This is an optimization exercise on Yosys and OpenROAD, whose aim is small area, a short achievable clock period and few clock cycles, not a production implementation.
Function was checked by simulation only, so behaviour that the tests miss may differ from the original.
Power and IR drop assume default switching activity.

[flow/design.v]
module rps_serial_core (
    input  wire       clk,
    input  wire       rst,         
    input  wire       drv_ready,   
    input  wire [7:0] in_port,     
    input  wire [9:0] dist_mm,     
    input  wire       tick,        
    input  wire       rx_valid,
    input  wire [7:0] rx_data,
    output wire       rx_ready,
    output wire       tx_valid,
    output wire [7:0] tx_data,
    input  wire       tx_ready,
    output wire [7:0] out_port     
);
    localparam [1:0] D_HUNT = 2'd0, D_LEN = 2'd1, D_PAY = 2'd2;
    localparam [2:0] R_OKAY = 3'd0, R_NC = 3'd1, R_IBIT = 3'd2, R_IMOT = 3'd3,
                     R_UNK  = 3'd4, R_POLL = 3'd5, R_XDOM = 3'd6;
    localparam [3:0] K_POLL = 4'd0, K_O = 4'd1, K_RESET = 4'd2, K_XDOM = 4'd3,
                     K_MD = 4'd4, K_MP = 4'd5, K_TRUE = 4'd6, K_FALSE = 4'd7,
                     K_STOP = 4'd8, K_FWD = 4'd9, K_REV = 4'd10, K_NONE = 4'd15;
    localparam [2:0] T_IDLE = 3'd0, T_H1 = 3'd1, T_H2 = 3'd2, T_ROM = 3'd3,
                     T_ECHO = 3'd4, T_NL = 3'd5, T_POLL = 3'd6;
    localparam [1:0] C_EQ = 2'd0, C_LT = 2'd1, C_GT = 2'd2;
    localparam integer TAP = 7;
    localparam [4:0] RD_WRAP = (16 + TAP + 1) % 17;
    localparam [7:0] A_PROB = 8'd0;
    localparam [7:0] A_NC = 8'd8;
    localparam [7:0] A_IBIT = 8'd48;
    localparam [7:0] A_IMOT = 8'd60;
    localparam [7:0] A_UNK = 8'd79;
    localparam [7:0] A_XDOM = 8'd97;
    localparam [7:0] A_OKAY = 8'd189;
    function [7:0] kw_ch(input [7:0] kp);
        case (kp)
            8'h00: kw_ch = 8'h70;
            8'h01: kw_ch = 8'h6f;
            8'h02: kw_ch = 8'h6c;
            8'h03: kw_ch = 8'h6c;
            8'h10: kw_ch = 8'h6f;
            8'h20: kw_ch = 8'h72;
            8'h21: kw_ch = 8'h65;
            8'h22: kw_ch = 8'h73;
            8'h23: kw_ch = 8'h65;
            8'h24: kw_ch = 8'h74;
            8'h25: kw_ch = 8'h5f;
            8'h26: kw_ch = 8'h61;
            8'h27: kw_ch = 8'h6c;
            8'h28: kw_ch = 8'h6c;
            8'h30: kw_ch = 8'h63;
            8'h31: kw_ch = 8'h72;
            8'h32: kw_ch = 8'h6f;
            8'h33: kw_ch = 8'h73;
            8'h34: kw_ch = 8'h73;
            8'h35: kw_ch = 8'h64;
            8'h36: kw_ch = 8'h6f;
            8'h37: kw_ch = 8'h6d;
            8'h38: kw_ch = 8'h61;
            8'h39: kw_ch = 8'h69;
            8'h3a: kw_ch = 8'h6e;
            8'h3b: kw_ch = 8'h2e;
            8'h3c: kw_ch = 8'h78;
            8'h3d: kw_ch = 8'h6d;
            8'h3e: kw_ch = 8'h6c;
            8'h40: kw_ch = 8'h6d;
            8'h41: kw_ch = 8'h64;
            8'h50: kw_ch = 8'h6d;
            8'h51: kw_ch = 8'h70;
            8'h60: kw_ch = 8'h74;
            8'h61: kw_ch = 8'h72;
            8'h62: kw_ch = 8'h75;
            8'h63: kw_ch = 8'h65;
            8'h70: kw_ch = 8'h66;
            8'h71: kw_ch = 8'h61;
            8'h72: kw_ch = 8'h6c;
            8'h73: kw_ch = 8'h73;
            8'h74: kw_ch = 8'h65;
            8'h80: kw_ch = 8'h53;
            8'h81: kw_ch = 8'h74;
            8'h82: kw_ch = 8'h6f;
            8'h83: kw_ch = 8'h70;
            8'h84: kw_ch = 8'h70;
            8'h85: kw_ch = 8'h65;
            8'h86: kw_ch = 8'h64;
            8'h90: kw_ch = 8'h46;
            8'h91: kw_ch = 8'h6f;
            8'h92: kw_ch = 8'h72;
            8'h93: kw_ch = 8'h77;
            8'h94: kw_ch = 8'h61;
            8'h95: kw_ch = 8'h72;
            8'h96: kw_ch = 8'h64;
            8'ha0: kw_ch = 8'h52;
            8'ha1: kw_ch = 8'h65;
            8'ha2: kw_ch = 8'h76;
            8'ha3: kw_ch = 8'h65;
            8'ha4: kw_ch = 8'h72;
            8'ha5: kw_ch = 8'h73;
            8'ha6: kw_ch = 8'h65;
            default: kw_ch = 8'h00;
        endcase
    endfunction
    function [3:0] lim_dig(input [3:0] i);
        case (i)
            4'd0: lim_dig = 4'd2; 4'd1: lim_dig = 4'd1; 4'd2: lim_dig = 4'd4;
            4'd3: lim_dig = 4'd7; 4'd4: lim_dig = 4'd4; 4'd5: lim_dig = 4'd8;
            4'd6: lim_dig = 4'd3; 4'd7: lim_dig = 4'd6; 4'd8: lim_dig = 4'd4;
            default: lim_dig = 4'd8;
        endcase
    endfunction
    function [3:0] inc15(input [3:0] x);
        inc15 = (x == 4'd14) ? 4'd0 : x + 4'd1;
    endfunction
    function [4:0] inc17(input [4:0] x);
        inc17 = (x == 5'd16) ? 5'd0 : x + 5'd1;
    endfunction
    reg       drv_q;
    reg [6:0] in_q;
    reg [2:0] ndig;           
    always @(posedge clk) begin
        drv_q  <= drv_ready;
        in_q   <= in_port[6:0];
        ndig   <= (dist_mm >= 10'd1000) ? 3'd4 : (dist_mm >= 10'd100) ? 3'd3 :
                  (dist_mm >= 10'd10) ? 3'd2 : 3'd1;
    end
    reg [4:0] ph;
    always @(posedge clk)
        if (rst) ph <= 5'd0;
        else     ph <= inc17(ph);
    reg       rx_rdy;
    reg       hv, tv;
    reg [7:0] hb, tb;
    wire      take;                        
    wire      fire = rx_valid & rx_rdy;
    wire      hv1  = take ? tv : hv;       
    assign rx_ready = rx_rdy;
    always @(posedge clk) begin
        if (rst) begin
            hv <= 1'b0; tv <= 1'b0; rx_rdy <= 1'b1;
        end else begin
            hv <= hv1 | fire;
            tv <= (tv & ~take) | (fire & hv1);
            rx_rdy <= ~((tv & ~take) | (fire & hv1));
        end
        if (!hv1)      hb <= rx_data;
        else if (take) hb <= tb;
        if (hv1 && (take || !tv)) tb <= rx_data;
    end
    reg [1:0] dst;
    reg [7:0] flen;           
    reg [7:0] j;              
    reg       fin, act;       
    reg [2:0] nseg;           
    reg [3:0] kw;             
    reg [3:0] pos;            
    reg       alive;          
    reg       neg, dig, bad;  
    reg [3:0] sig;            
    reg [1:0] cmp;            
    reg [2:0] val;            
    reg [1:0] pq;             
    reg       found;
    reg [3:0] name;           
    reg       c_ok, c01, c1;  
    reg       v_ok;           
    reg [2:0] v;              
    reg [3:0] wc;             
    reg [4:0] exps;           
    reg [3:0] fc;             
    reg [4:0] fs;             
    reg       o1, o2;
    reg [3:0] mot;            
    reg [1:0] dir0, dir1;
    reg [2:0] pow0, pow1;
    reg [1:0] t4, t3;
    reg [2:0] tst;
    reg [2:0] tk;
    reg [7:0] tl;             
    reg [7:0] ra;             
    reg [3:0] rc;             
    reg [4:0] rs;             
    reg [1:0] t_o;            
    wire [3:0] pl = ra[7:4];  
    wire [3:0] pc = ra[3:0];  
    wire [11:0] bcd = {tl, rc};   
    wire [3:0] dd = rs[3:0];      
    reg       prot;           
    reg       plong;          
    reg       pend;           
    localparam integer QD = 3;
    localparam integer QW = 5;
    reg [QW*QD-1:0] qd;
    reg [QD-1:0]    qv;
    reg [1:0] eh;             
    reg [7:0] txd, sb;
    reg       txv, sbv;
    wire [7:0] kch    = kw_ch({kw, pos});
    wire       match  = alive && (kch == 8'h00);    
    wire       int_ok = dig && !bad &&
                        ((sig < 4'd10) || ((sig == 4'd10) && (neg ? (cmp != C_GT) : (cmp == C_LT))));
    wire       is0    = (val == 3'd0);
    wire       is1    = !neg && (val == 3'd1);
    wire [2:0] pw     = neg ? 3'd0 : ((val >= 3'd6) ? 3'd6 : val);
    wire [3:0] seg_name = (match && kw <= K_MP) ? kw : K_NONE;
    wire [1:0] seg_dir  = (match && kw == K_FWD) ? 2'd1 :
                          (match && kw == K_REV) ? 2'd2 : 2'd0;
    reg        s3_ok;
    reg  [2:0] s3_v;
    always @(*) begin
        s3_ok = 1'b0; s3_v = 3'd0;
        case (name)
            K_O:  begin s3_ok = match && (kw == K_TRUE || kw == K_FALSE);
                        s3_v = {2'd0, kw == K_TRUE}; end
            K_MD: begin s3_ok = 1'b1; s3_v = {1'b0, seg_dir}; end
            K_MP: begin s3_ok = int_ok; s3_v = pw; end
            default: ;
        endcase
    end
    wire ok3 = (nseg >= 3'd3) && c_ok && v_ok;
    reg [2:0] kind;
    always @(*) begin
        kind = R_UNK;
        if (nseg != 3'd0) begin
            case (name)
                K_POLL:  kind = drv_q ? R_POLL : R_NC;
                K_RESET: kind = R_OKAY;
                K_XDOM:  kind = R_XDOM;
                K_O:     if (ok3) kind = c01 ? R_OKAY : R_IBIT;
                K_MD, K_MP: if (ok3) kind = c01 ? R_OKAY : R_IMOT;
                default: kind = R_UNK;
            endcase
        end
    end
    wire do_set = act && (nseg != 3'd0) && ok3 && c01;
    wire       qne     = qv[0];
    wire       dec     = act & found;               
    wire       hold    = qne | pend | dec;
    wire       push;
    wire       tx_load = (tst == T_IDLE) && hold && push;
    wire       q_pop   = tx_load && qne;
    wire       p_load  = tx_load && !qne;           
    wire       q_push  = dec && (kind != R_UNK) && !p_load;
    wire       pend_n  = (pend | (dec && kind == R_UNK)) && !p_load;
    wire [2:0] r_kind  = qne ? qd[4:2] : kind;
    wire [1:0] r_o     = qne ? qd[1:0] : {o2, o1};
    reg  [QD-1:0]    qv_n;
    reg  [QW*QD-1:0] qd_n;
    integer qi;
    always @(*) begin
        qv_n = q_pop ? (qv >> 1) : qv;
        qd_n = q_pop ? (qd >> QW) : qd;
        if (q_push) begin
            if (!qv_n[0]) qd_n[QW-1:0] = {kind, o2, o1};
            for (qi = 1; qi < QD; qi = qi + 1)
                if (qv_n[qi-1] && !qv_n[qi]) qd_n[QW*qi +: QW] = {kind, o2, o1};
            qv_n = {qv_n[QD-2:0], 1'b1};
        end
    end
    wire       first   = (j == 8'd0);
    wire       adv     = first || (exps == 5'd0);
    wire       pay_ok  = (first || (ph == exps)) && (!adv || !prot || (!plong && wcol != rc));
    wire [3:0] wcol    = adv ? inc15(wc) : wc;
    assign take = hv && ((dst == D_HUNT) ||
                         (dst == D_LEN && !pend_n && !qv_n[QD-1]) ||
                         (dst == D_PAY && pay_ok));
    wire       wr      = take && (dst == D_PAY);
    wire       is_dig  = (hb >= "0") && (hb <= "9");
    wire [3:0] dval    = hb[3:0];
    always @(posedge clk) begin
        if (rst) begin
            dst <= D_HUNT; fin <= 1'b0; act <= 1'b0; wc <= 4'd0;
        end else begin
            act <= fin;
            fin <= 1'b0;
            if (take) begin
                case (dst)
                    D_HUNT: if (hb == 8'haa) dst <= D_LEN;
                    D_LEN: begin
                        dst <= (hb == 8'd0) ? D_HUNT : D_PAY;
                    end
                    default: begin
                        if (j + 8'd1 == flen) begin
                            dst <= D_HUNT;
                            fin <= 1'b1;
                        end
                    end
                endcase
            end
            if (wr) wc <= wcol;
        end
        if (take && dst == D_LEN) begin
            flen <= hb;
            j    <= 8'd0;
        end else if (wr)
            j <= j + 8'd1;
        if (wr) begin
            exps <= inc17(ph);
            if (first) begin
                fc <= wcol; fs <= ph;
            end
        end
        if (take && dst == D_LEN) begin
            nseg <= 3'd0; name <= K_NONE; pq <= 2'd0; found <= 1'b0;
        end
        if ((take && dst == D_LEN) || (wr && hb == "/")) begin
            kw <= K_NONE; pos <= 4'd0; alive <= 1'b1;
            neg <= 1'b0; dig <= 1'b0; bad <= 1'b0;
            sig <= 4'd0; cmp <= C_EQ; val <= 3'd0;
        end else if (wr && nseg != 3'd0) begin
            if (pos != 4'd15) pos <= pos + 4'd1;
            if (pos == 4'd0) begin
                alive <= 1'b1;
                if (nseg == 3'd1) begin
                    case (hb)
                        "p": kw <= K_POLL;
                        "o": kw <= K_O;
                        "r": kw <= K_RESET;
                        "c": kw <= K_XDOM;
                        "m": kw <= K_MD;
                        default: alive <= 1'b0;
                    endcase
                end else if (nseg == 3'd3) begin
                    case (hb)
                        "t": kw <= K_TRUE;
                        "f": kw <= K_FALSE;
                        "S": kw <= K_STOP;
                        "F": kw <= K_FWD;
                        "R": kw <= K_REV;
                        default: alive <= 1'b0;
                    endcase
                end else
                    alive <= 1'b0;
            end else if (kw == K_MD && pos == 4'd1 && hb == "p")
                kw <= K_MP;
            else if (!(kch != 8'h00 && hb == kch))
                alive <= 1'b0;
            if (hb == "-" && pos == 4'd0)
                neg <= 1'b1;
            else if (is_dig) begin
                dig <= 1'b1;
                if (sig != 4'd0 || dval != 4'd0) begin
                    if (sig != 4'd11) sig <= sig + 4'd1;
                    if (sig < 4'd10 && cmp == C_EQ)
                        cmp <= (dval < lim_dig(sig)) ? C_LT :
                               (dval > lim_dig(sig)) ? C_GT : C_EQ;
                end
                val <= (val == 3'd0) ? ((dval > 4'd7) ? 3'd7 : dval[2:0]) : 3'd7;
            end else
                bad <= 1'b1;
        end
        if ((wr && hb == "/") || fin) begin
            case (nseg)
                3'd1: name <= seg_name;
                3'd2: begin c_ok <= int_ok; c01 <= is0 | is1; c1 <= is1; end
                3'd3: begin v_ok <= s3_ok; v <= s3_v; end
                default: ;
            endcase
        end
        if (wr && hb == "/" && nseg != 3'd4)
            nseg <= nseg + 3'd1;
        if (wr) begin
            case (pq)
                2'd0: pq <= (hb == "p") ? 2'd1 : 2'd0;
                2'd1: pq <= (hb == "o") ? 2'd2 : (hb == "p") ? 2'd1 : 2'd0;
                2'd2: pq <= (hb == "l") ? 2'd3 : (hb == "p") ? 2'd1 : 2'd0;
                default: begin
                    if (hb == "l") found <= 1'b1;
                    pq <= (hb == "p") ? 2'd1 : 2'd0;
                end
            endcase
        end
    end
    wire [119:0] ring_top;
    genvar gc;
    generate
        for (gc = 0; gc < 15; gc = gc + 1) begin : g_col
            reg [135:0] r;
            always @(posedge clk)
                r <= {r[127:0], (wr && wcol == gc) ? hb : r[135:128]};
            assign ring_top[gc*8 +: 8] = r[8*TAP +: 8];
        end
    endgenerate
    wire [7:0] ring_rd = ring_top[rc*8 +: 8];
    wire [5:0] fs_t  = {1'b0, fs} + TAP + 6'd1;
    wire [4:0] fs_rd = (fs_t >= 6'd17) ? fs_t[4:0] - 5'd17 : fs_t[4:0];
    function on_now(input [2:0] p, input [1:0] m4, input [1:0] m3);
        case (p)
            3'd0: on_now = 1'b0;
            3'd1: on_now = (m4 == 2'd3);
            3'd2: on_now = (m3 == 2'd2);
            3'd3: on_now = m4[0];
            3'd4: on_now = (m3 != 2'd0);
            3'd5: on_now = (m4 != 2'd0);
            default: on_now = 1'b1;
        endcase
    endfunction
    wire on0 = on_now(pow0, t4, t3);
    wire on1 = on_now(pow1, t4, t3);
    wire [3:0] mot_nx = {on1 && dir1 == 2'd2, on1 && dir1 == 2'd1,
                         on0 && dir0 == 2'd2, on0 && dir0 == 2'd1};
    always @(posedge clk) begin
        if (rst) begin
            o1 <= 1'b0; o2 <= 1'b0; mot <= 4'd0;
            dir0 <= 2'd0; dir1 <= 2'd0; pow0 <= 3'd0; pow1 <= 3'd0;
            t4 <= 2'd0; t3 <= 2'd0;
        end else begin
            if (tick && drv_q) begin
                mot <= mot_nx;
                t4  <= t4 + 2'd1;
                t3  <= (t3 == 2'd2) ? 2'd0 : t3 + 2'd1;
            end
            if (act && (nseg != 3'd0) && name == K_RESET) begin
                dir0 <= 2'd0; dir1 <= 2'd0;
            end
            if (do_set) begin
                case (name)
                    K_O:  if (c1) o2 <= v[0]; else o1 <= v[0];
                    K_MD: if (c1) dir1 <= v[1:0]; else dir0 <= v[1:0];
                    K_MP: if (c1) pow1 <= v; else pow0 <= v;
                    default: ;
                endcase
            end
        end
    end
    assign out_port = {mot, 1'b0, o2, o1, 1'b0};
    reg [7:0] rom_q;
    always @(*) begin
        case (ra)
            8'd0: rom_q = 8'h5f;
            8'd1: rom_q = 8'h70;
            8'd2: rom_q = 8'h72;
            8'd3: rom_q = 8'h6f;
            8'd4: rom_q = 8'h62;
            8'd5: rom_q = 8'h6c;
            8'd6: rom_q = 8'h65;
            8'd7: rom_q = 8'hed;
            8'd8: rom_q = 8'h20;
            8'd9: rom_q = 8'h54;
            8'd10: rom_q = 8'h68;
            8'd11: rom_q = 8'h65;
            8'd12: rom_q = 8'h20;
            8'd13: rom_q = 8'h44;
            8'd14: rom_q = 8'h69;
            8'd15: rom_q = 8'h67;
            8'd16: rom_q = 8'h69;
            8'd17: rom_q = 8'h74;
            8'd18: rom_q = 8'h61;
            8'd19: rom_q = 8'h6c;
            8'd20: rom_q = 8'h20;
            8'd21: rom_q = 8'h32;
            8'd22: rom_q = 8'h20;
            8'd23: rom_q = 8'h50;
            8'd24: rom_q = 8'h69;
            8'd25: rom_q = 8'h66;
            8'd26: rom_q = 8'h61;
            8'd27: rom_q = 8'h63;
            8'd28: rom_q = 8'h65;
            8'd29: rom_q = 8'h20;
            8'd30: rom_q = 8'h69;
            8'd31: rom_q = 8'h73;
            8'd32: rom_q = 8'h20;
            8'd33: rom_q = 8'h6e;
            8'd34: rom_q = 8'h6f;
            8'd35: rom_q = 8'h74;
            8'd36: rom_q = 8'h20;
            8'd37: rom_q = 8'h63;
            8'd38: rom_q = 8'h6f;
            8'd39: rom_q = 8'h6e;
            8'd40: rom_q = 8'h6e;
            8'd41: rom_q = 8'h65;
            8'd42: rom_q = 8'h63;
            8'd43: rom_q = 8'h74;
            8'd44: rom_q = 8'h65;
            8'd45: rom_q = 8'h64;
            8'd46: rom_q = 8'h2e;
            8'd47: rom_q = 8'h8a;
            8'd48: rom_q = 8'h20;
            8'd49: rom_q = 8'h69;
            8'd50: rom_q = 8'h6e;
            8'd51: rom_q = 8'h76;
            8'd52: rom_q = 8'h61;
            8'd53: rom_q = 8'h6c;
            8'd54: rom_q = 8'h69;
            8'd55: rom_q = 8'h64;
            8'd56: rom_q = 8'h20;
            8'd57: rom_q = 8'h62;
            8'd58: rom_q = 8'h69;
            8'd59: rom_q = 8'hf4;
            8'd60: rom_q = 8'h3a;
            8'd61: rom_q = 8'h20;
            8'd62: rom_q = 8'h69;
            8'd63: rom_q = 8'h6e;
            8'd64: rom_q = 8'h76;
            8'd65: rom_q = 8'h61;
            8'd66: rom_q = 8'h6c;
            8'd67: rom_q = 8'h69;
            8'd68: rom_q = 8'h64;
            8'd69: rom_q = 8'h20;
            8'd70: rom_q = 8'h6d;
            8'd71: rom_q = 8'h6f;
            8'd72: rom_q = 8'h74;
            8'd73: rom_q = 8'h6f;
            8'd74: rom_q = 8'h72;
            8'd75: rom_q = 8'h20;
            8'd76: rom_q = 8'h69;
            8'd77: rom_q = 8'h64;
            8'd78: rom_q = 8'h8a;
            8'd79: rom_q = 8'h20;
            8'd80: rom_q = 8'h75;
            8'd81: rom_q = 8'h6e;
            8'd82: rom_q = 8'h6b;
            8'd83: rom_q = 8'h6e;
            8'd84: rom_q = 8'h6f;
            8'd85: rom_q = 8'h77;
            8'd86: rom_q = 8'h6e;
            8'd87: rom_q = 8'h20;
            8'd88: rom_q = 8'h63;
            8'd89: rom_q = 8'h6f;
            8'd90: rom_q = 8'h6d;
            8'd91: rom_q = 8'h6d;
            8'd92: rom_q = 8'h61;
            8'd93: rom_q = 8'h6e;
            8'd94: rom_q = 8'h64;
            8'd95: rom_q = 8'h3a;
            8'd96: rom_q = 8'ha0;
            8'd97: rom_q = 8'h3c;
            8'd98: rom_q = 8'h63;
            8'd99: rom_q = 8'h72;
            8'd100: rom_q = 8'h6f;
            8'd101: rom_q = 8'h73;
            8'd102: rom_q = 8'h73;
            8'd103: rom_q = 8'h2d;
            8'd104: rom_q = 8'h64;
            8'd105: rom_q = 8'h6f;
            8'd106: rom_q = 8'h6d;
            8'd107: rom_q = 8'h61;
            8'd108: rom_q = 8'h69;
            8'd109: rom_q = 8'h6e;
            8'd110: rom_q = 8'h2d;
            8'd111: rom_q = 8'h70;
            8'd112: rom_q = 8'h6f;
            8'd113: rom_q = 8'h6c;
            8'd114: rom_q = 8'h69;
            8'd115: rom_q = 8'h63;
            8'd116: rom_q = 8'h79;
            8'd117: rom_q = 8'h3e;
            8'd118: rom_q = 8'h3c;
            8'd119: rom_q = 8'h61;
            8'd120: rom_q = 8'h6c;
            8'd121: rom_q = 8'h6c;
            8'd122: rom_q = 8'h6f;
            8'd123: rom_q = 8'h77;
            8'd124: rom_q = 8'h2d;
            8'd125: rom_q = 8'h61;
            8'd126: rom_q = 8'h63;
            8'd127: rom_q = 8'h63;
            8'd128: rom_q = 8'h65;
            8'd129: rom_q = 8'h73;
            8'd130: rom_q = 8'h73;
            8'd131: rom_q = 8'h2d;
            8'd132: rom_q = 8'h66;
            8'd133: rom_q = 8'h72;
            8'd134: rom_q = 8'h6f;
            8'd135: rom_q = 8'h6d;
            8'd136: rom_q = 8'h20;
            8'd137: rom_q = 8'h64;
            8'd138: rom_q = 8'h6f;
            8'd139: rom_q = 8'h6d;
            8'd140: rom_q = 8'h61;
            8'd141: rom_q = 8'h69;
            8'd142: rom_q = 8'h6e;
            8'd143: rom_q = 8'h3d;
            8'd144: rom_q = 8'h22;
            8'd145: rom_q = 8'h2a;
            8'd146: rom_q = 8'h22;
            8'd147: rom_q = 8'h20;
            8'd148: rom_q = 8'h74;
            8'd149: rom_q = 8'h6f;
            8'd150: rom_q = 8'h2d;
            8'd151: rom_q = 8'h70;
            8'd152: rom_q = 8'h6f;
            8'd153: rom_q = 8'h72;
            8'd154: rom_q = 8'h74;
            8'd155: rom_q = 8'h73;
            8'd156: rom_q = 8'h3d;
            8'd157: rom_q = 8'h22;
            8'd158: rom_q = 8'h35;
            8'd159: rom_q = 8'h30;
            8'd160: rom_q = 8'h32;
            8'd161: rom_q = 8'h31;
            8'd162: rom_q = 8'h30;
            8'd163: rom_q = 8'h22;
            8'd164: rom_q = 8'h2f;
            8'd165: rom_q = 8'h3e;
            8'd166: rom_q = 8'h3c;
            8'd167: rom_q = 8'h2f;
            8'd168: rom_q = 8'h63;
            8'd169: rom_q = 8'h72;
            8'd170: rom_q = 8'h6f;
            8'd171: rom_q = 8'h73;
            8'd172: rom_q = 8'h73;
            8'd173: rom_q = 8'h2d;
            8'd174: rom_q = 8'h64;
            8'd175: rom_q = 8'h6f;
            8'd176: rom_q = 8'h6d;
            8'd177: rom_q = 8'h61;
            8'd178: rom_q = 8'h69;
            8'd179: rom_q = 8'h6e;
            8'd180: rom_q = 8'h2d;
            8'd181: rom_q = 8'h70;
            8'd182: rom_q = 8'h6f;
            8'd183: rom_q = 8'h6c;
            8'd184: rom_q = 8'h69;
            8'd185: rom_q = 8'h63;
            8'd186: rom_q = 8'h79;
            8'd187: rom_q = 8'h3e;
            8'd188: rom_q = 8'h8a;
            8'd189: rom_q = 8'h6f;
            8'd190: rom_q = 8'h6b;
            8'd191: rom_q = 8'h61;
            8'd192: rom_q = 8'h79;
            8'd193: rom_q = 8'h8a;
            default: rom_q = 8'h80;
        endcase
    end
    reg       pbit;
    reg [2:0] pnum;
    always @(*) begin
        case (pl)
            4'd0: begin pbit = in_q[0]; pnum = 3'd0; end
            4'd1: begin pbit = in_q[1]; pnum = 3'd1; end
            4'd2: begin pbit = t_o[0];  pnum = 3'd0; end
            4'd3: begin pbit = in_q[2]; pnum = 3'd2; end
            4'd4: begin pbit = t_o[1];  pnum = 3'd1; end
            4'd5: begin pbit = in_q[3]; pnum = 3'd3; end
            4'd6: begin pbit = in_q[4]; pnum = 3'd4; end
            4'd7: begin pbit = in_q[5]; pnum = 3'd5; end
            default: begin pbit = in_q[6]; pnum = 3'd6; end
        endcase
    end
    wire [2:0] dr   = ndig - 3'd1 - (pc[2:0] - 3'd2);    
    wire [3:0] dsel = (dr == 3'd0) ? bcd[3:0] : (dr == 3'd1) ? bcd[7:4] :
                      (dr == 3'd2) ? bcd[11:8] : 4'd1;
    wire       pl_last = (pl == 4'd9) ? (pc == {1'b0, ndig} + 4'd2) :
                                        (pbit ? (pc == 4'd8) : (pc == 4'd9));
    reg [7:0] pchar;
    always @(*) begin
        if (pl == 4'd9) begin
            if (pc == 4'd0)      pchar = "d";
            else if (pc == 4'd1) pchar = " ";
            else if (pl_last)    pchar = 8'h0a;
            else                 pchar = {4'h3, dsel};
        end else begin
            case (pc)
                4'd0: pchar = (pl == 4'd2 || pl == 4'd4) ? "o" : "i";
                4'd1: pchar = "/";
                4'd2: pchar = {5'b00110, pnum};
                4'd3: pchar = " ";
                4'd4: pchar = pbit ? "t" : "f";
                4'd5: pchar = pbit ? "r" : "a";
                4'd6: pchar = pbit ? "u" : "l";
                4'd7: pchar = pbit ? "e" : "s";
                4'd8: pchar = pbit ? 8'h0a : "e";
                default: pchar = 8'h0a;
            endcase
        end
    end
    wire       idle  = (tst == T_IDLE);
    wire [2:0] ck    = idle ? r_kind : tk;
    wire [7:0] cl    = idle ? flen : tl;
    wire [1:0] co    = idle ? r_o : t_o;
    wire [3:0] nf = {3'd0, ~in_q[0]} + {3'd0, ~in_q[1]} + {3'd0, ~in_q[2]} +
                    {3'd0, ~in_q[3]} + {3'd0, ~in_q[4]} + {3'd0, ~in_q[5]} +
                    {3'd0, ~in_q[6]} + {3'd0, ~co[0]} + {3'd0, ~co[1]};
    wire [8:0] unk_n = {1'b0, cl} + 9'd27;
    wire       nhi   = (ck == R_UNK) && unk_n[8];
    wire       found_now = found || (hv && dst == D_PAY && pq == 2'd3 && hb == "l");
    wire       early = found_now && !hold && ((dst == D_PAY) || fin) &&
                       ((eh == 2'd0) || (eh == 2'd1 && flen < 8'd229));
    wire [7:0] body0 = (ck == R_OKAY) ? A_OKAY : (ck == R_XDOM) ? A_XDOM :
                       (ck == R_POLL) ? 8'd0 : A_PROB;
    reg  [7:0] nlo;
    always @(*) begin
        case (ck)
            R_OKAY:  nlo = 8'd5;
            R_NC:    nlo = 8'd48;
            R_IBIT:  nlo = 8'd20;
            R_IMOT:  nlo = 8'd27;
            R_UNK:   nlo = unk_n[7:0];
            R_POLL:  nlo = 8'd84 + {4'd0, nf} + {5'd0, ndig};
            default: nlo = 8'd92;
        endcase
    end
    reg       pvalid;
    reg [7:0] pbyte;
    always @(*) begin
        pvalid = 1'b1;
        case (tst)
            T_IDLE: begin
                pvalid = hold || early;
                pbyte  = (eh == 2'd0) ? 8'haa : (eh == 2'd1) ? {7'd0, nhi && hold} : nlo;
            end
            T_H1:   pbyte = {7'd0, nhi};
            T_H2:   pbyte = nlo;
            T_ROM:  pbyte = {1'b0, rom_q[6:0]};
            T_ECHO: begin pvalid = (ph == rs); pbyte = ring_rd; end
            T_NL:   pbyte = 8'h0a;
            default: pbyte = pchar;
        endcase
    end
    assign push = pvalid && !sbv;
    always @(posedge clk) begin
        if (rst) begin
            tst <= T_IDLE; prot <= 1'b0; pend <= 1'b0; qv <= {QD{1'b0}}; eh <= 2'd0;
        end else begin
            pend <= pend_n;
            qv   <= qv_n;
            if (push) begin
                case (tst)
                    T_IDLE: begin
                        if (hold) begin
                            eh  <= 2'd0;
                            tst <= (eh == 2'd0) ? T_H1 : (eh == 2'd1) ? T_H2 :
                                   (r_kind == R_POLL) ? T_POLL : T_ROM;
                        end else
                            eh <= eh + 2'd1;
                    end
                    T_H1:   tst <= T_H2;
                    T_H2:   tst <= (tk == R_POLL) ? T_POLL : T_ROM;
                    T_ROM:  if (rom_q[7] && ra != A_PROB + 8'd7)
                                tst <= (tk == R_UNK) ? T_ECHO : T_IDLE;
                    T_ECHO: if (tl == 8'd1) begin tst <= T_NL; prot <= 1'b0; end
                    T_NL:   tst <= T_IDLE;
                    default: if (pl_last && pl == 4'd9) tst <= T_IDLE;
                endcase
            end
            if (tx_load) begin
                prot   <= (r_kind == R_UNK);
                plong  <= (flen >= 8'd239);
            end
        end
        qd <= qd_n;
        if (tx_load) begin
            tk  <= r_kind;
            tl  <= (r_kind == R_UNK) ? flen : 8'd0;
            rc  <= (r_kind == R_UNK) ? fc : 4'd0;
            rs  <= (r_kind == R_UNK) ? fs_rd : 5'd0;
            t_o <= r_o;
        end else if (tk == R_POLL && dd != 4'd10) begin
            {tl, rc} <= {bcd[10:8] + ((bcd[11:8] >= 4'd5) ? 3'd3 : 3'd0),
                         bcd[7:4]  + ((bcd[7:4]  >= 4'd5) ? 4'd3 : 4'd0),
                         bcd[3:0]  + ((bcd[3:0]  >= 4'd5) ? 4'd3 : 4'd0),
                         dist_mm[4'd9 - dd]};
            rs  <= {1'b0, dd + 4'd1};
        end
        if (push) begin
            case (tst)
                T_IDLE: ra <= body0;
                T_H2:   ra <= body0;
                T_ROM: begin
                    if (rom_q[7])
                        ra <= (tk == R_NC) ? A_NC : (tk == R_IBIT) ? A_IBIT :
                              (tk == R_IMOT) ? A_IMOT : A_UNK;
                    else
                        ra <= ra + 8'd1;
                end
                T_ECHO: begin
                    tl <= tl - 8'd1;
                    rs <= inc17(rs);
                    if (rs == RD_WRAP) rc <= inc15(rc);
                end
                T_POLL: begin
                    if (pl_last) ra <= {pl + 4'd1, 4'd0};
                    else         ra <= ra + 8'd1;
                end
                default: ;
            endcase
        end
    end
    wire adv_out = ~txv | tx_ready;
    always @(posedge clk) begin
        if (rst) begin
            txv <= 1'b0; sbv <= 1'b0; txd <= 8'd0;
        end else if (adv_out) begin
            txv <= sbv | push;
            sbv <= 1'b0;
        end else if (push)
            sbv <= 1'b1;
        if (!rst && adv_out) begin
            if (sbv)       txd <= sb;
            else if (push) txd <= pbyte;
        end
        if (!adv_out && push)
            sb <= pbyte;
    end
    assign tx_valid = txv;
    assign tx_data  = txd;
endmodule
[flow/flow/run.sh]
#!/bin/bash
# Standard layout, with faster cells for the port buffers.
set -euo pipefail
cd "$(dirname "$0")/.."
export BUFFER_PORTS_ARGS="-buffer_cell sky130_fd_sc_hd__buf_4"
bash standard.sh finish > standard.log 2>&1
[flow/standard.sh]
#!/bin/bash
# synth_recipe.tcl (not shown) runs the flow's synth.tcl, then flattens the netlist and writes it again
# the make line also repeats each setting of config.mk as NAME=value (left out here)
make -C /OpenROAD-flow-scripts/flow DESIGN_CONFIG=/design/flow/config.mk WORK_HOME=/design/flow/orfs CLKGATE_MAP_FILE= SYNTH_SCRIPT=/design/flow/synth_recipe.tcl "${@:-finish}"
[flow/config.mk]
export PLATFORM = sky130hd
export DESIGN_NAME = rps_serial_core
export DESIGN_NICKNAME = rps_serial_core
export VERILOG_FILES = /design/flow/design.v
export SDC_FILE = /design/flow/constraint.sdc
export NUM_CORES = 4
export LEC_CHECK = 0
export ABC_AREA = 1
export CAP_MARGIN = 20
export CORE_MARGIN = 2
export CORE_UTILIZATION = 72
export CTS_BUF_LIST = sky130_fd_sc_hd__clkbuf_8
export CTS_CLUSTER_DIAMETER = 40
export CTS_CLUSTER_SIZE = 16
export PLACE_DENSITY = 0.8
export SLEW_MARGIN = 20
[flow/constraint.sdc]
create_clock -name core_clock -period 110.0 [get_ports {clk}]
set_input_delay 22.0000 -clock core_clock [delete_from_list [all_inputs] [get_ports {clk}]]
set_output_delay 22.0000 -clock core_clock [all_outputs]
set_load 0.01 [all_outputs]
==> results of run 1 <==
[area by class of cell]
cell class                 instances  area (um^2)
antenna                            3         7.51
fill                            4630        17700
multi-input combinational       2215        11600
sequential                      2257        45900
tap                             1070         1340
clock inverter                    60          738
timing repair buffer              65          495
clock buffer                     199         2740
inverter                         342         1290
[cells in the mapped netlist (37+ instances only)]
cell type	count	area, um^2
a21oi_1	149	746
a22oi_1	43	323
clkbuf_1	55	206
dfxtp_1	2185	43700
edfxtp_1	72	2160
ha_1	77	963
inv_1	316	1190
nand2_1	787	2950
nand3_1	259	1300
nor2_1	221	830
nor3_1	50	250
o21ai_0	232	1160
o21ai_1	60	300
xor2_1	37	324
[state kept, by name, indices dropped and copies added (netlist names), 7 cells and up, named ones only]
register,flops
ra,8
rom_q,8
sb,8
qd,15
tb,8
flen,8
in_q,7
tl,8
txd,8
j,8
g_col.r,2040
hb,8
[worst reg2reg max path, delay by kind of cell, from the launching register on]
| family | cells | cell delay, ns |
|---|---|---|
| adder cells (fa/ha/maj) | 1 | 0.39 |
| buffers and inverters | 4 | 1.11 |
| AND/OR/NAND/NOR | 21 | 3.27 |
| flip-flops | 1 | 0.52 |
[final timing paths]
check | from | to | slack, ns
worst min-delay path | g_col[3].r[119]$_DFF_P_ | g_col[3].r[127]$_DFF_P_ | 0.31
worst max-delay path | o2$_SDFFE_PP0P_ | out_port[2] | 86.63
worst max register to register | hb[4]$_DFFE_PP_ | register | 104.57
worst min register to register | g_col[3].r[119]$_DFF_P_ | g_col[3].r[127]$_DFF_P_ | 0.31
[through the flow]
stage	std cells	setup slack (ns)	cell area, um^2	hold WS, ns
floorplan	4925	86.92	59400	0.310
detailed placement	5948	86.28	60600	0.312
finish	6211	86.63	64100	0.309
global route	6211	86.54	64100	0.315
global placement	5948	86.29	60600	0.310
CTS	6207	86.54	64100	0.313
[where the power goes]
| group | switching, W | internal (W) | total, W |
|---|---|---|---|
| registers | 0.0000119 | 0.000828 | 0.000840 |
| logic | 0.0000646 | 0.0000255 | 0.0000901 |
| clock network | 0.000258 | 0.000195 | 0.000453 |
| total | 0.000335 | 0.00105 | 0.00138 |
[routing by layer]
| layer | GRT usage (%) | up-vias |
|---|---|---|
| met5 | 0 | - |
| met4 | 10.7 | 0 |
| met3 | 4.70 | 263 |
| met2 | 46.6 | 1139 |
| met1 | 40.4 | 16000 |
| li1 | - | 16200 |
[logic make-up (layout without fill, tap and decap cells)]
| group | after synthesis | in the layout |
|---|---|---|
| AO/OA/AOI/OAI | 632 | 632 |
| other | 1 | 5 |
| adder cells (fa/ha/maj) | 86 | 86 |
| AND/OR/NAND/NOR | 1445 | 1445 |
| flip-flops | 2257 | 2257 |
| buffers and inverters | 453 | 666 |
| multiplexers | 2 | 2 |
| XOR/XNOR | 48 | 48 |
==> run summary, run 1 <==
outcome complete, no violations; Peak supply drop between 15 and 20 uV; crit path cell chain buf_4; Routed Wire Length ~120000 um; Mapped Area 59400 um^2; Top FF cell, synth dfxtp_1; ANT nets after route 0; CTS root buffer clkbuf_8; max-cap violation count 0; pin count of the biggest net entering global routing 50; unrepaired setup endpoints after global routing false; Fin Setup TNS 0 ns; Final period util a little over a fifth; Final Hold Fails 0; DRC viols 0; Hold Path Stages 0; crit end category output pin; Post-DP HPWL around 76000 um; crit path kind reg2out; TritonCTS Buffers approximately 180; cell count along the critical path 1; DR pass1 iterations 6; post-cts resize count 0; met2 wire length around 57000 um; WP data required between 80 and 90 ns; max-slew violation count 0; sequential share of the synthesized area between 70% and 80%; commonest non-fill, non-tap cell in the layout dfxtp_1; initial DRC count ~3000; Critical Path Source Type register; total power about 0.0014 W; Synth Area per Inst around 12 um^2; Gate Count Post-Synth ~4900; relative max-transition margin around 33%; drt wl/cell between 15 and 20 um; row count around 110; number of synthesized flops with an enable pin slightly above 70; CP delay by family, top flip-flops; Critical Path Slowest Stage Cell dfxtp_1; worst reg2reg path depth 26; Tmin final between 20 and 25 ns; Clock Skews 0.0456 ns; postcts setup bufs 0; Static Leak approximately 27 nW; Nets between 5000 and 6000; CTS tree built; Finish-stage setup viols 0; global-route wire length before repair 190000 um; Adder-Cell Fraction of Synth Area about 1.9%; warnings from Yosys 1; multiplexer area fraction after synthesis 0.0337%; Compound-Gate Fraction of Synth Area about 6.2%; via/cell ratio approximately 5.4; Critical path buffers and inverters 1; Max Buffers Root-to-Sink 3; Max Clk Rate between 0.04 and 0.05 GHz; clock latency (worst-skew pair) 0.87 ns; most frequent cells in the layout 2185 x dfxtp_1, 787 x nand2_1, 330 x inv_1; Max FO, Critical Path 4; XOR/XNOR share of the synthesized area less than 1%; PD cells 21.6 nW/um^2; Hold Crit Class reg2reg; register bit total from synthesis 2257; Worst EP arrival roughly 1.4 ns; initial antenna violation count 3; hold buffers post-CTS 0; asr flop ratio synth 0%; clock sinks 2257; initial core utilization ~73%; final core utilization between 70% and 80%; largest family of logic cells by synthesized area simple AND/OR/NAND/NOR gates; total global routing overflow 0; top routing layer used met4; Cell variety after synth 66; routability cong. ~0.96; routed length on met3 just over 7000 um; Die Height between 200 and 300 um; Vias about 34000; P&R area growth vs syn 8.02%; Synth Area in Simple Gates a little over a tenth; Worst-path clk slew around 0.09 ns; PortBufs 46; max incr delay on CP approximately 0.40 ns; die area between 80000 and 90000 um^2; core box area between 80000 and 90000 um^2; Total GRT Usage about 29%; Ports 50; CTS H-tree lvls 4; vias in the first global route around 34000; fraction of layout cells with a size suffix above 1 between 7 and 8%; worst-margin pin slew 1.00 ns; Die X ~290 um; wl on met1 about 55000 um
Testbench counts, summed over its fixed seeds: cycles 22,748.
==> run 2, diff against run 1 <==
==> flow/flow/run.sh (replaced) <==
#!/bin/bash
# Standard layout, with faster cells for the port buffers, and a clock tree
# of strong buffers above smaller leaf buffers.
set -euo pipefail
cd "$(dirname "$0")/.."
export BUFFER_PORTS_ARGS="-buffer_cell sky130_fd_sc_hd__buf_4"
export CTS_ARGS="-sink_clustering_enable -repair_clock_nets -sink_clustering_size 16 -sink_clustering_max_diameter 40 -root_buf sky130_fd_sc_hd__clkbuf_16 -buf_list sky130_fd_sc_hd__clkbuf_16 -sink_clustering_buffer sky130_fd_sc_hd__clkbuf_8"
bash standard.sh finish > standard.log 2>&1
--- a/flow/config.mk
+++ b/flow/config.mk
@@ -11,5 +11,2 @@
 export CORE_UTILIZATION = 72
-export CTS_BUF_LIST = sky130_fd_sc_hd__clkbuf_8
-export CTS_CLUSTER_DIAMETER = 40
-export CTS_CLUSTER_SIZE = 16
 export PLACE_DENSITY = 0.8
==> run 2 against run 1 <==
  * Critical endpoint unchanged
  * Sequential power about the same
  * Worst hold slack better by 0.0071 ns
  * Synthesized cell count is the same
  * Setup slack improved by 0.11 ns
  * Wire length up 2.3%
  * Register-to-register slack hardly changed
  * Via count increased by 0.34%
==> run summary, run 2 <==
Net Sw Power between 0.0003 and 0.0004 W; max incr delay on CP 0.40 ns; routability cong. between 0.9 and 1; commonest non-fill, non-tap cell in the layout dfxtp_1; combinational power share about 6.5%; vias in the first global route approximately 34000; Mapped Area approximately 59000 um^2; Routed Wire Length 126000 um; post-cts resize count 0; Max FO, Critical Path 4; DRC viols 0; Ports 50; asr flop ratio synth 0%; fraction of layout cells with a size suffix above 1 about 7.7%; placed insts between 5000 and 6000; total power about 0.0014 W; ANT nets after route 0; Die X 291 um; most frequent cells in the layout 2185 x dfxtp_1, 787 x nand2_1, 330 x inv_1; Tmin final 23.26 ns; Critical Path Source Type register; pin count of the biggest net entering global routing 50; top routing layer used met4; drt wl/cell 20.3 um; row count ~110; clock latency (worst-skew pair) about 0.75 ns; Fin Setup TNS 0 ns; initial DRC count around 3000; post-synth top area cell dfxtp_1; register bit total from synthesis 2257; relative max-transition margin between 20% and 30%; Clock Skews about 0.042 ns; Gate Count Post-Synth roughly 4900; CP delay by family, top flip-flops; sequential share of the synthesized area 77.3%; global-route wire length before repair slightly below 200000 um; postcts setup bufs 0; Top FF cell, synth dfxtp_1; sw frac around a quarter; design area between 60000 and 70000 um^2; routed length on met3 between 7000 and 8000 um; most frequent cells after synthesis 2185 x dfxtp_1, 787 x nand2_1, 316 x inv_1; crit path kind reg2out; PortBufs between 40 and 50; core box area ~82000 um^2; crit end category output pin; final core utilization 78.4%; worst-margin pin slew 1.05 ns; Final Hold Fails 0; max-slew violation count 0; CTS H-tree lvls 4; total global routing overflow 0; Post-DP HPWL between 70000 and 80000 um; die area 84800 um^2; unrepaired setup endpoints after global routing false; Final Instance Count excl. Fillers roughly 6200; CTS root buffer clkbuf_16; crit path cell chain buf_4; via/cell ratio approximately 5.4; Cell variety after synth 66; max-cap violation count 0; PD cells approximately 22 nW/um^2; clock group share of total power around a third; Final period util 21.1%; Synth Area per Inst 12.1 um^2; max reg flops just over 2000; Max Clk Rate approximately 0.043 GHz; Max Buffers Root-to-Sink 3; Finish-stage setup viols 0; Vias between 30000 and 40000; met2 wire length a little under 60000 um; Cell Area, Placed between 60000 and 70000 um^2; hold buffers post-CTS 0; Total GRT Usage 29.8%; Worst EP arrival approximately 1.3 ns; initial core utilization between 70% and 80%; outcome complete, no violations; Peak supply drop 21.8 uV; CTS tree built; number of synthesized flops with an enable pin around 70; Critical path buffers and inverters 1; Die Height around 290 um; synth top area cells dfxtp_1 74%, nand2_1 5.0%, edfxtp_1 3.6%, nand3_1 2.2%, inv_1 2.0%; P&R area growth vs syn 8.09%; biggest regs g_col.r: 2040 flops, qd: 15 flops; initial antenna violation count 3; clock sinks between 2000 and 2500; Static Leak 26.6 nW; P_int about 0.0011 W; WP data required between 80 and 90 ns; Nets 5181; Worst-path clk slew 0.09 ns; DR pass1 iterations 7; top-count cell post-synth dfxtp_1; TritonCTS Buffers 182; largest register by flop count g_col.r; Reg power frac between 60% and 70%; Critical Path Slowest Stage Cell dfxtp_1; warnings from Yosys 1; wl on met1 55300 um; Hold Crit Class reg2reg; top cell type's share of synthesized area about 74%
run 2: cell count changes in the layout (fill, tap and decap cells not counted), sizes merged:
cell / delta
clkbuf: -13
clkinv: +10
inv: +7
bufinv: -2
clkinvlp: -2
diode: -1
run 2: metal layers:
layer | track usage [%] | vias to the layer above
met3 | 4.99 | 274
met2 | 48.2 | 1146
met5 | 0 | -
li1 | - | 16200
met1 | 40.8 | 16100
met4 | 11.1 | 0
run 2: power groups by stage:
stage	Sequential (W)	Combinational, W	Clock [W]
final	0.000840	0.0000898	0.000462
after floorplan	0.000853	0.0000566	0
after detailed placement	0.000859	0.0000864	0
after global routing	0.000841	0.0000972	0.000497
after global placement	0.000858	0.0000847	0
after CTS	0.000839	0.0000877	0.000469
run 2: logic make-up (layout without fill, tap and decap cells):
family / Yosys count / after routing / synth area share (%)
flip-flops: 2257 / 2257 / 77.3
AND/OR/NAND/NOR: 1445 / 1445 / 10.7
AO/OA/AOI/OAI: 632 / 632 / 6.20
buffers and inverters: 453 / 666 / 3.12
adder cells (fa/ha/maj): 86 / 86 / 1.93
XOR/XNOR: 48 / 48 / 0.708
multiplexers: 2 / 2 / 0.0337
other: 1 / 4 / 0.00632
run 2: cell type report:
cell class | instances | area, um^2
diodes | 2 | 5.00
clock buffers | 186 | 2800
clock inverters | 73 | 727
fillers | 4535 | 17700
inverters | 342 | 1290
multi-input cells | 2215 | 11600
flip-flops and latches | 2257 | 45900
well taps | 1070 | 1340
repair buffers | 65 | 495
run 2: worst paths after layout:
| kind | startpoint | endpoint | slack, ns | cells past startpoint |
|---|---|---|---|---|
| max reg2reg | hb[4]$_DFFE_PP_ | register | 104.58 | 26 |
| min reg2reg | g_col[6].r[38]$_DFF_P_ | g_col[6].r[46]$_DFF_P_ | 0.32 | 0 |
| max | o2$_SDFFE_PP0P_ | out_port[2] | 86.74 | 1 |
| min | g_col[6].r[38]$_DFF_P_ | g_col[6].r[46]$_DFF_P_ | 0.32 | 0 |
run 2: through the flow:
step                      hold slack, ns  setup WS [ns]
after global placement             0.310          86.29
after global routing               0.317          86.68
after floorplan                    0.310          86.92
after detailed placement           0.312          86.28
final                              0.317          86.74
after CTS                          0.314          86.69
==> run 3, diff against run 2 <==
==> flow/flow/run.sh (replaced) <==
#!/bin/bash
# Standard layout, with faster cells for the port buffers, and a clock tree
# of strong buffers above smaller leaf buffers.
set -euo pipefail
cd "$(dirname "$0")/.."
export BUFFER_PORTS_ARGS="-buffer_cell sky130_fd_sc_hd__buf_4"
export CTS_ARGS="-sink_clustering_enable -repair_clock_nets -sink_clustering_size 16 -sink_clustering_max_diameter 46 -root_buf sky130_fd_sc_hd__clkbuf_16 -buf_list sky130_fd_sc_hd__clkbuf_16 -sink_clustering_buffer sky130_fd_sc_hd__clkbuf_8"
bash standard.sh finish > standard.log 2>&1
==> run 3 against run 2 <==
  * Sequential cell count unchanged
  * First-iteration DRC count up 5.2%
  * Still clean
  * Sequential share of layout area up 0.34 points
  * Via count about the same
  * Register-to-register slack worse by 0.02 ns
  * Setup slack worse by 0.032 ns
==> run summary, run 3 <==
number of synthesized flops with an enable pin between 70 and 80; Critical Path Slowest Stage Cell dfxtp_1; most frequent cells in the layout 2185 x dfxtp_1, 787 x nand2_1, 322 x inv_1; initial core utilization between 70% and 80%; WP data required ~88 ns; DRC viols 0; vias in the first global route approximately 34000; Mapped Area about 59000 um^2; hold buffers post-CTS 0; reg2reg start hb[4]$_DFFE_PP_; worst reg2reg path depth 24; ANT nets after route 0; Hold Crit Class reg2reg; CTS root buffer clkbuf_16; register bit total from synthesis 2257; commonest non-fill, non-tap cell in the layout dfxtp_1; Finish-stage setup viols 0; Max FO, Critical Path 2; Tmin final about 23 ns; Worst EP arrival around 1.3 ns; CTS tree built; Critical path buffers and inverters 1; reg2reg end rom_q[3]$_DFF_P_; crit path kind reg2out; worst-margin pin slew between 1 and 1.5 ns; TritonCTS Buffers approximately 180; biggest regs g_col.r: 2040 flops, qd: 15 flops; initial DRC count roughly 3100; relative max-transition margin between 20 and 25%; row count around 110; placed insts just under 6000; via/cell ratio between 5 and 6; Die X 291 um; sequential share of the synthesized area 77.3%; Fin Setup TNS 0 ns; Ant. Diodes 0; Peak supply drop 18.1 uV; clock latency (worst-skew pair) around 0.75 ns; design area 63900 um^2; drt wl/cell approximately 21 um; max reg flops between 2000 and 2500; Clock Skews ~0.038 ns; Final period util around a fifth; Synth Area per Inst roughly 12 um^2; Cell Area, Placed between 60000 and 70000 um^2; pin count of the biggest net entering global routing 50; Max Clk Rate around 0.043 GHz; Critical Path Source Type register; Cell variety after synth 66; max incr delay on CP between 0.3 and 0.4 ns; setup slack, reg-to-reg 104.56 ns; largest register by flop count g_col.r; max-slew violation count 0; Die Height between 200 and 300 um; Min Hold Slack 0.310 ns; PortBufs between 40 and 50; Routed Wire Length 127000 um; Gate Count Post-Synth 4924; CP delay by family, top flip-flops; crit end category output pin; routability cong. ~0.96; Static Leak roughly 26 nW; Final Hold Fails 0; P&R area growth vs syn 7.58%; postcts setup bufs 0; max-cap violation count 0; Top FF cell, synth dfxtp_1; PD cells about 21 nW/um^2; post-cts resize count 0; Post-DP HPWL 75500 um; crit path cell chain buf_4; most frequent cells after synthesis 2185 x dfxtp_1, 787 x nand2_1, 316 x inv_1; outcome complete, no violations; post-synth top area cell dfxtp_1; unrepaired setup endpoints after global routing false; total global routing overflow 0; Setup crit end rx_ready; fraction of layout cells with a size suffix above 1 around 7.5%; clock sinks 2257; DR pass1 iterations 8; Ports 50; Nets about 5200; initial antenna violation count 0; global-route wire length before repair 195000 um; Final Instance Count excl. Fillers 6180; HP Start g_col[11].r[44]$_DFF_P_; CTS H-tree lvls 4; Vias 33800; Max Buffers Root-to-Sink 3; Total GRT Usage 30.0%; top-count cell post-synth dfxtp_1; cell count along the critical path 1; core box area between 80000 and 90000 um^2; top cell type's share of synthesized area approximately 74%; Worst-path clk slew approximately 0.10 ns; die area about 85000 um^2; warnings from Yosys 1; asr flop ratio synth 0%; synth top area cells dfxtp_1 74%, nand2_1 5.0%, edfxtp_1 3.6%, nand3_1 2.2%, inv_1 2.0%; crit path launch rx_rdy$_SDFF_PP1_
-- run 3: cell count changes in the layout (fill, tap and decap cells not counted), sizes merged --
cell      previous run  this run
diode                2         0
clkinv              27        24
bufinv               9         2
inv                373       367
buf                 65        64
clkinvlp             6         1
clkbuf             186       180
-- run 3: power breakdown --
part           total (W)  switching [W]  internal (W)
sequential      0.000840      0.0000121      0.000828
combinational  0.0000905      0.0000651     0.0000254
clock           0.000441       0.000262      0.000179
total            0.00137       0.000340       0.00103
-- run 3: how the worst min path moves through the flow --
stage	end	depth (start not counted)
CTS	g_col[11].r[21]$_DFF_P_	0
global placement	g_col[12].r[84]$_DFF_P_	0
detailed placement	g_col[14].r[108]$_DFF_P_	0
finish	g_col[11].r[52]$_DFF_P_	0
global route	g_col[13].r[80]$_DFF_P_	0
floorplan	g_col[0].r[100]$_DFF_P_	0
-- run 3: logic make-up (layout without fill, tap and decap cells) --
logic type / Yosys count / count (layout) / share of synthesized area (%)
compound gates: 632 / 632 / 6.20
xor+xnor: 48 / 48 / 0.708
fa+ha+maj: 86 / 86 / 1.93
buf+inv: 453 / 638 / 3.12
flops: 2257 / 2257 / 77.3
mux: 2 / 2 / 0.0337
other cells: 1 / 2 / 0.00632
simple gates: 1445 / 1445 / 10.7
-- run 3: cell type report --
type                    count  area [um^2]
clock buffers             180         2710
clock inverters            52          526
fillers                  4682        18000
inverters                 342         1290
multi-input cells        2215        11600
flip-flops and latches   2257        45900
well taps                1070         1340
repair buffers             64          480
-- run 3: metrics by stage --
stage | worst slack [ns] | total power, W | utilization (%)
2_1_floorplan | 86.92 | 0.000910 | -
3_3_place_gp | 86.29 | 0.000943 | 74.1
3_5_place_dp | 86.28 | 0.000945 | 74.1
4_1_cts | 86.67 | 0.00138 | 78.0
5_1_grt | 86.66 | 0.00141 | 78.0
6_report | 86.71 | 0.00137 | 78.0
-- run 3: layer usage --
metal  vias to the layer above  GRT usage [%]  share of wire, %
met1                     16100           41.2                44
met5                         -              0                 0
li1                      16200              -                 -
met4                         0           9.88               3.0
met3                       271           5.05               5.9
met2                      1207           48.9                47
==> run 4, diff against run 3 <==
--- a/flow/config.mk
+++ b/flow/config.mk
@@ -10,4 +10,4 @@
 export CORE_MARGIN = 2
-export CORE_UTILIZATION = 72
-export PLACE_DENSITY = 0.8
+export CORE_UTILIZATION = 74
+export PLACE_DENSITY = 0.82
 export SLEW_MARGIN = 20
==> run 4 against run 3 <==
  * Count of clock-buffer cells in the layout is 10 lower
  * Core utilization is 2.3 points higher
  * Clock power is 2% lower
  * Worst hold slack gained 0.0077 ns
  * Clock skew up 0.0012 ns
  * Critical endpoint is now out_port[2]
  * Power down 0.38%
  * Design area shrank 0.30%
  * Non-clock buffer count grew 1
  * Largest cell class unchanged
  * Sequential cell count unchanged
  * Setup slack better by 0.014 ns
  * Still clean on timing, DRC and antenna
==> run summary, run 4 <==
most frequent cells after synthesis 2185 x dfxtp_1, 787 x nand2_1, 316 x inv_1; Fin Setup TNS 0 ns; CP delay by family, top flip-flops; P_int a little over 0.001 W; routability cong. around 1; largest register by flop count g_col.r; max incr delay on CP approximately 0.41 ns; total global routing overflow 0; top-count cell post-synth dfxtp_1; warnings from Yosys 1; TritonCTS Buffers 170; relative max-transition margin around 30%; max reg flops around 2000; Critical Path Slowest Stage Cell dfxtp_1; Post-DP HPWL 87800 um; Routed Wire Length about 140000 um; hold buffers post-CTS 0; synth top area cells dfxtp_1 74%, nand2_1 5.0%, edfxtp_1 3.6%, nand3_1 2.2%, inv_1 2.0%; CTS root buffer clkbuf_16; clock sinks between 2000 and 2500; combinational power share approximately 6.8%; top cell type's share of synthesized area between 70% and 80%; Max Clk Rate roughly 0.043 GHz; ANT nets after route 0; DR pass1 iterations 14; DRC viols 0; Die Height 287 um; post-cts resize count 0; via/cell ratio 5.74; Static Leak 26.3 nW; outcome complete, no violations; commonest non-fill, non-tap cell in the layout dfxtp_1; Vias about 35000; most frequent cells in the layout 2185 x dfxtp_1, 787 x nand2_1, 326 x inv_1; worst-margin pin slew 1.04 ns; vias in the first global route 36500; design area between 60000 and 70000 um^2; Worst EP arrival 1.28 ns; PD cells 21.5 nW/um^2; CTS tree built; clock latency (worst-skew pair) about 0.75 ns; GRT Max-Usage Layer met2; CTS H-tree lvls 4; minimum setup slack after placement a little under 90 ns; Max Buffers Root-to-Sink 3; Worst-path clk slew 0.09 ns; Total GRT Usage a little over a third; max-slew violation count 0; Final Hold Fails 0; initial core utilization about 75%; Critical path buffers and inverters 1; crit path cell chain buf_4; asr flop ratio synth 0%; register bit total from synthesis between 2000 and 2500; P&R area growth vs syn 7.26%; die area between 80000 and 90000 um^2; M2 GR Usage between 50% and 60%; Final period util 21.2%; clock group share of total power between 30% and 40%; Nets 5169; initial antenna violation count 8; postcts setup bufs 0; Max FO, Critical Path 4; crit path kind reg2out; Die X approximately 290 um; sw frac 25.2%; core box area approximately 79000 um^2; sequential share of the synthesized area ~77%; max-cap violation count 0; Net Sw Power between 0.0003 and 0.0004 W; final worst slack 86.72 ns; Mapped Area roughly 59000 um^2; post-synth top area cell dfxtp_1; Cell variety after synth 66; initial DRC count 4000; number of synthesized flops with an enable pin 72; pin count of the biggest net entering global routing 50; Cell Area, Placed 60600 um^2; drt wl/cell 23.3 um; Critical Path Source Type register; Tmin final 23.28 ns; unrepaired setup endpoints after global routing false; global-route wire length before repair ~220000 um; WP data required ~90 ns; Hold Crit Class reg2reg; Ports 50; Top FF cell, synth dfxtp_1; Gate Count Post-Synth around 4900; Synth Area per Inst 12.1 um^2; row count a little over 100; crit end category output pin; Reg power frac between 60 and 70%; PortBufs 46; Peak supply drop between 15 and 20 uV; Clock Skews ~0.04 ns; Finish-stage setup viols 0; biggest regs g_col.r: 2040 flops, qd: 15 flops; fraction of layout cells with a size suffix above 1 ~7.3%; GR Layer Usage met1 approximately 44%; met3 Resource Use GR around 6.9%
-- run 4: cell types whose count changed in the layout (fill, tap and decap cells not counted), moves of 2 or more --
cell | previous run | this run
clkbuf_16 | 21 | 17
clkbuf_8 | 159 | 153
diode_2 | 0 | 5
inv_1 | 322 | 326
inv_12 | 5 | 7
inv_6 | 14 | 8
inv_8 | 8 | 6
-- run 4: final cells by class --
type / instances / area, um^2
sequential: 2257 / 45900
fill: 4058 / 15600
multi-input combinational: 2215 / 11600
clock buffer: 170 / 2530
tap: 1050 / 1310
inverter: 342 / 1290
clock inverter: 52 / 523
timing repair buffer: 65 / 488
antenna: 5 / 12.5
-- run 4: layer usage --
layer  wire length (um)  vias up  share of wire (%)
met5                111        -              0.077
met4               7440       12                5.2
met1              55800    16900                 39
met2              70000     1746                 49
li1                   -    16100                  -
met3              10300      563                7.1
-- run 4: final timing paths --
| kind | startpoint | to | slack (ns) | cells past startpoint |
|---|---|---|---|---|
| worst max-delay path | o2$_SDFFE_PP0P_ | out_port[2] | 86.72 | 1 |
| worst min-delay path | g_col[5].r[36]$_DFF_P_ | g_col[5].r[44]$_DFF_P_ | 0.32 | 0 |
| worst max register to register | hb[4]$_DFFE_PP_ | register | 104.25 | 26 |
| worst min register to register | g_col[5].r[36]$_DFF_P_ | g_col[5].r[44]$_DFF_P_ | 0.32 | 0 |
-- run 4: logic make-up (layout without fill, tap and decap cells) --
group           count (synthesis)  after routing  synth area share [%]
mux                             2              2                0.0337
other cells                     1              7               0.00632
compound gates                632            632                  6.20
simple gates                 1445           1445                  10.7
buf+inv                       453            629                  3.12
flops                        2257           2257                  77.3
fa+ha+maj                      86             86                  1.93
xor+xnor                       48             48                 0.708
-- run 4: through the flow --
step | hold slack (ns) | utilization (%) | cells | total power (W)
6_report | 0.318 | 80.4 | 6156 | 0.00137
5_1_grt | 0.320 | 80.3 | 6152 | 0.00140
4_1_cts | 0.311 | 80.3 | 6151 | 0.00137
3_5_place_dp | 0.312 | 76.5 | 5929 | 0.000947
3_3_place_gp | 0.310 | 76.5 | 5929 | 0.000942
2_1_floorplan | 0.310 | - | 4925 | 0.000910
-- run 4: power groups by stage --
stage / Combinational, W / Clock [W] / Sequential, W
global route: 0.000100 / 0.000463 / 0.000842
floorplan: 0.0000566 / 0 / 0.000853
global placement: 0.0000837 / 0 / 0.000858
CTS: 0.0000909 / 0.000434 / 0.000840
detailed placement: 0.0000877 / 0 / 0.000859
finish: 0.0000932 / 0.000432 / 0.000841
==> run 5, diff against run 4 <==
--- a/flow/design.v
+++ b/flow/design.v
@@ -193,4 +193,4 @@
     reg [1:0] eh;             
-    reg [7:0] txd, sb;
-    reg       txv, sbv;
+    reg [7:0] txd;
+    reg       txv;
     wire [7:0] kch    = kw_ch({kw, pos});
@@ -262,3 +262,4 @@
     assign take = hv && ((dst == D_HUNT) ||
-                         (dst == D_LEN && !pend_n && !qv_n[QD-1]) ||
+                         (dst == D_LEN && !pend && !(dec && kind == R_UNK) &&
+                          !(dec ? qv[QD-2] : qv[QD-1])) ||
                          (dst == D_PAY && pay_ok));
@@ -709,3 +710,4 @@
     end
-    assign push = pvalid && !sbv;
+    wire   adv_out = ~txv | tx_ready;        
+    assign push = pvalid && adv_out;
     always @(posedge clk) begin
@@ -778,17 +780,9 @@
     end
-    wire adv_out = ~txv | tx_ready;
     always @(posedge clk) begin
         if (rst) begin
-            txv <= 1'b0; sbv <= 1'b0; txd <= 8'd0;
+            txv <= 1'b0; txd <= 8'd0;
         end else if (adv_out) begin
-            txv <= sbv | push;
-            sbv <= 1'b0;
-        end else if (push)
-            sbv <= 1'b1;
-        if (!rst && adv_out) begin
-            if (sbv)       txd <= sb;
-            else if (push) txd <= pbyte;
+            txv <= push;
+            if (push) txd <= pbyte;
         end
-        if (!adv_out && push)
-            sb <= pbyte;
     end
--- a/flow/config.mk
+++ b/flow/config.mk
@@ -10,4 +10,4 @@
 export CORE_MARGIN = 2
-export CORE_UTILIZATION = 74
-export PLACE_DENSITY = 0.82
+export CORE_UTILIZATION = 72
+export PLACE_DENSITY = 0.8
 export SLEW_MARGIN = 20
==> run 5 against run 4 <==
  * Register-to-register slack improved by 0.72 ns
  * First-iteration DRC count fell by 26%
  * Design area fell by 0.48%
  * Sequential cell count fell by 9
  * Sequential power down 0.7%
  * Sequential share of layout area decreased by 0.063 points
  * Critical path depth is 16 higher
  * Clock skew is 0.0041 ns lower
==> run summary, run 5 <==
CTS tree built; clock sinks 2248; Gate Count Post-Synth ~4900; biggest regs g_col.r: 2040 flops, qd: 15 flops; pin count of the biggest net entering global routing 55; PortBufs 46; Cell Area, Placed around 60000 um^2; Hold Crit Class reg2reg; crit end category register; relative max-transition margin 24.6%; Synth Area per Inst approximately 12 um^2; number of synthesized flops with an enable pin 64; crit path kind in2reg; CTS H-tree lvls 4; HP Start g_col[14].r[54]$_DFF_P_; drt wl/cell between 20 and 25 um; max incr delay on CP roughly 0.42 ns; Max FO, Critical Path 20; Nets between 5000 and 6000; Cell variety after synth slightly below 70; Worst EP arrival 25.19 ns; setup slack, reg-to-reg 104.97 ns; DRC viols 0; design area between 60000 and 70000 um^2; core box area slightly above 80000 um^2; sequential share of the synthesized area about 77%; Final period util 22.3%; commonest non-fill, non-tap cell in the layout dfxtp_1; die area between 80000 and 90000 um^2; most frequent cells in the layout 2184 x dfxtp_1, 767 x nand2_1, 317 x inv_1; DR pass1 iterations 6; ANT nets after route 0; Hold Path Stages 0; synth top area cells dfxtp_1 74%, nand2_1 4.9%, edfxtp_1 3.3%, nand3_1 2.4%, o21ai_0 2.3%; Finish-stage setup viols 0; most frequent cells after synthesis 2184 x dfxtp_1, 767 x nand2_1, 312 x inv_1; Peak supply drop 18.6 uV; postcts setup bufs 0; initial DRC count 2950; post-cts resize count 0; initial antenna violation count 5; max-slew violation count 0; top cell type's share of synthesized area 74.1%; fraction of layout cells with a size suffix above 1 under 10%; Hold EP g_col[14].r[62]$_DFF_P_; Top FF cell, synth dfxtp_1; Clock Skews between 0.03 and 0.04 ns; crit path cell chain buf_4, nor2_1, inv_1, nand3b_4, clkinv_2, nand3_1, nand2_1, ha_1, inv_1, nand2_1, inv_1, nor2_1, o21ai_1, nand3_1, nand3_1, nand2_1, nand2_1; worst reg2reg path depth 23; max reg flops a little over 2000; clock latency (worst-skew pair) around 0.74 ns; global-route wire length before repair between 150000 and 200000 um; CP dominant cell by count nand2_1; worst-margin pin slew around 1.1 ns; TritonCTS Buffers 171; Total GRT Usage between 20 and 30%; P&R area growth vs syn 7.41%; unrepaired setup endpoints after global routing false; Ports 50; reg2reg start hb[4]$_DFFE_PP_; Fin Setup TNS 0 ns; largest register by flop count g_col.r; minimum setup slack after placement 84.82 ns; Post-DP HPWL ~75000 um; hold buffers post-CTS 0; Routed Wire Length between 100000 and 150000 um; post-synth top area cell dfxtp_1; Mapped Area about 60000 um^2; Worst-path clk slew around 0.1 ns; reg2reg end rom_q[2]$_DFF_P_; Max Clk Rate between 0.04 and 0.05 GHz; Tmin final between 20 and 25 ns; warnings from Yosys 1; Static Leak ~26 nW; WP data required around 110 ns; Critical Path Source Type input pin; register bit total from synthesis approximately 2200; max-cap violation count 0; initial core utilization between 70 and 80%; outcome complete, no violations; top-count cell post-synth dfxtp_1; routability cong. ~0.97; Die Height between 200 and 300 um; asr flop ratio synth 0%; final worst slack between 80 and 90 ns; Vias ~34000; total global routing overflow 0; Critical Path Slowest Stage Cell ha_1; Filler Cell Count ~4600; CTS root buffer clkbuf_16; row count between 100 and 150; crit path launch tx_ready; Max Buffers Root-to-Sink 3; via/cell ratio ~5.5; vias in the first global route between 30000 and 40000; Die X slightly below 300 um; Final Hold Fails 0; PD cells ~21 nW/um^2
run 5: layout make-up:
class,instances,area [um^2],share of cell area (%)
Timing Repair Buffer,64,480,0.758
Tap cell,1060,1330,2.09
Multi-Input combinational cell,2193,11500,18.2
Inverter,348,1310,2.07
Clock inverter,43,432,0.681
Antenna cell,3,7.51,0.0118
Clock buffer,176,2670,4.21
Sequential cell,2248,45600,72.0
run 5: kinds of logic after synthesis:
family          count (synthesis)  share of synthesized area (%)
mux                             2                         0.0339
simple gates                 1446                           10.9
other cells                     1                        0.00635
fa+ha+maj                      84                           1.90
xor+xnor                       38                          0.564
flops                        2248                           77.3
compound gates                621                           6.10
buf+inv                       455                           3.17
run 5: per-layer routing:
layer  GRT usage, %  part of all wire, %  routed length (um)
met1           40.3                   44               54200
met3           4.80                  6.0                7460
met5              0                    0                   0
met4           10.5                  3.0                3710
met2           48.3                   47               58700
run 5: worst max path at each step:
stage / to / slack (ns) / depth (start not counted)
4_1_cts: rom_q[3]$_DFF_P_ / 85.58 / 16
6_report: rom_q[2]$_DFF_P_ / 85.46 / 17
3_5_place_dp: rom_q[4]$_DFF_P_ / 84.82 / 18
2_1_floorplan: rom_q[2]$_DFF_P_ / 85.96 / 17
5_1_grt: rom_q[2]$_DFF_P_ / 85.30 / 17
3_3_place_gp: rom_q[2]$_DFF_P_ / 84.80 / 17
run 5: metrics by stage:
step | instances | util [%] | power, W | hold slack [ns]
6_report | 6135 | 78.4 | 0.00134 | 0.304
5_1_grt | 6133 | 78.4 | 0.00138 | 0.306
4_1_cts | 6132 | 78.4 | 0.00135 | 0.304
3_5_place_dp | 5913 | 74.6 | 0.000928 | 0.312
3_3_place_gp | 5913 | 74.6 | 0.000926 | 0.310
2_1_floorplan | 4896 | - | 0.000898 | 0.310
run 5: where the power goes:
part	leakage (nW)	total (W)	internal, W	switching (W)
registers	18.2	0.000835	0.000824	0.0000105
logic	6.49	0.0000782	0.0000230	0.0000553
clock network	1.62	0.000429	0.000174	0.000255
run 5: worst max-delay path, delay by kind of cell:
family	cells	cell delay [ns]
AND/OR/NAND/NOR	10	1.60
buffers and inverters	5	1.01
adder cells (fa/ha/maj)	1	0.42
AO/OA/AOI/OAI	1	0.14
Testbench counts of run 5, summed over its fixed seeds: cycles 22,772.

Check on run 5: ideal ports give 85.459 ns setup slack; a clkbuf_16 on the clock port and buf_2 on the inputs give 85.505 ns; moving port delays by the midpoint clock arrival (0.792 ns) as well gives 84.713 ns.
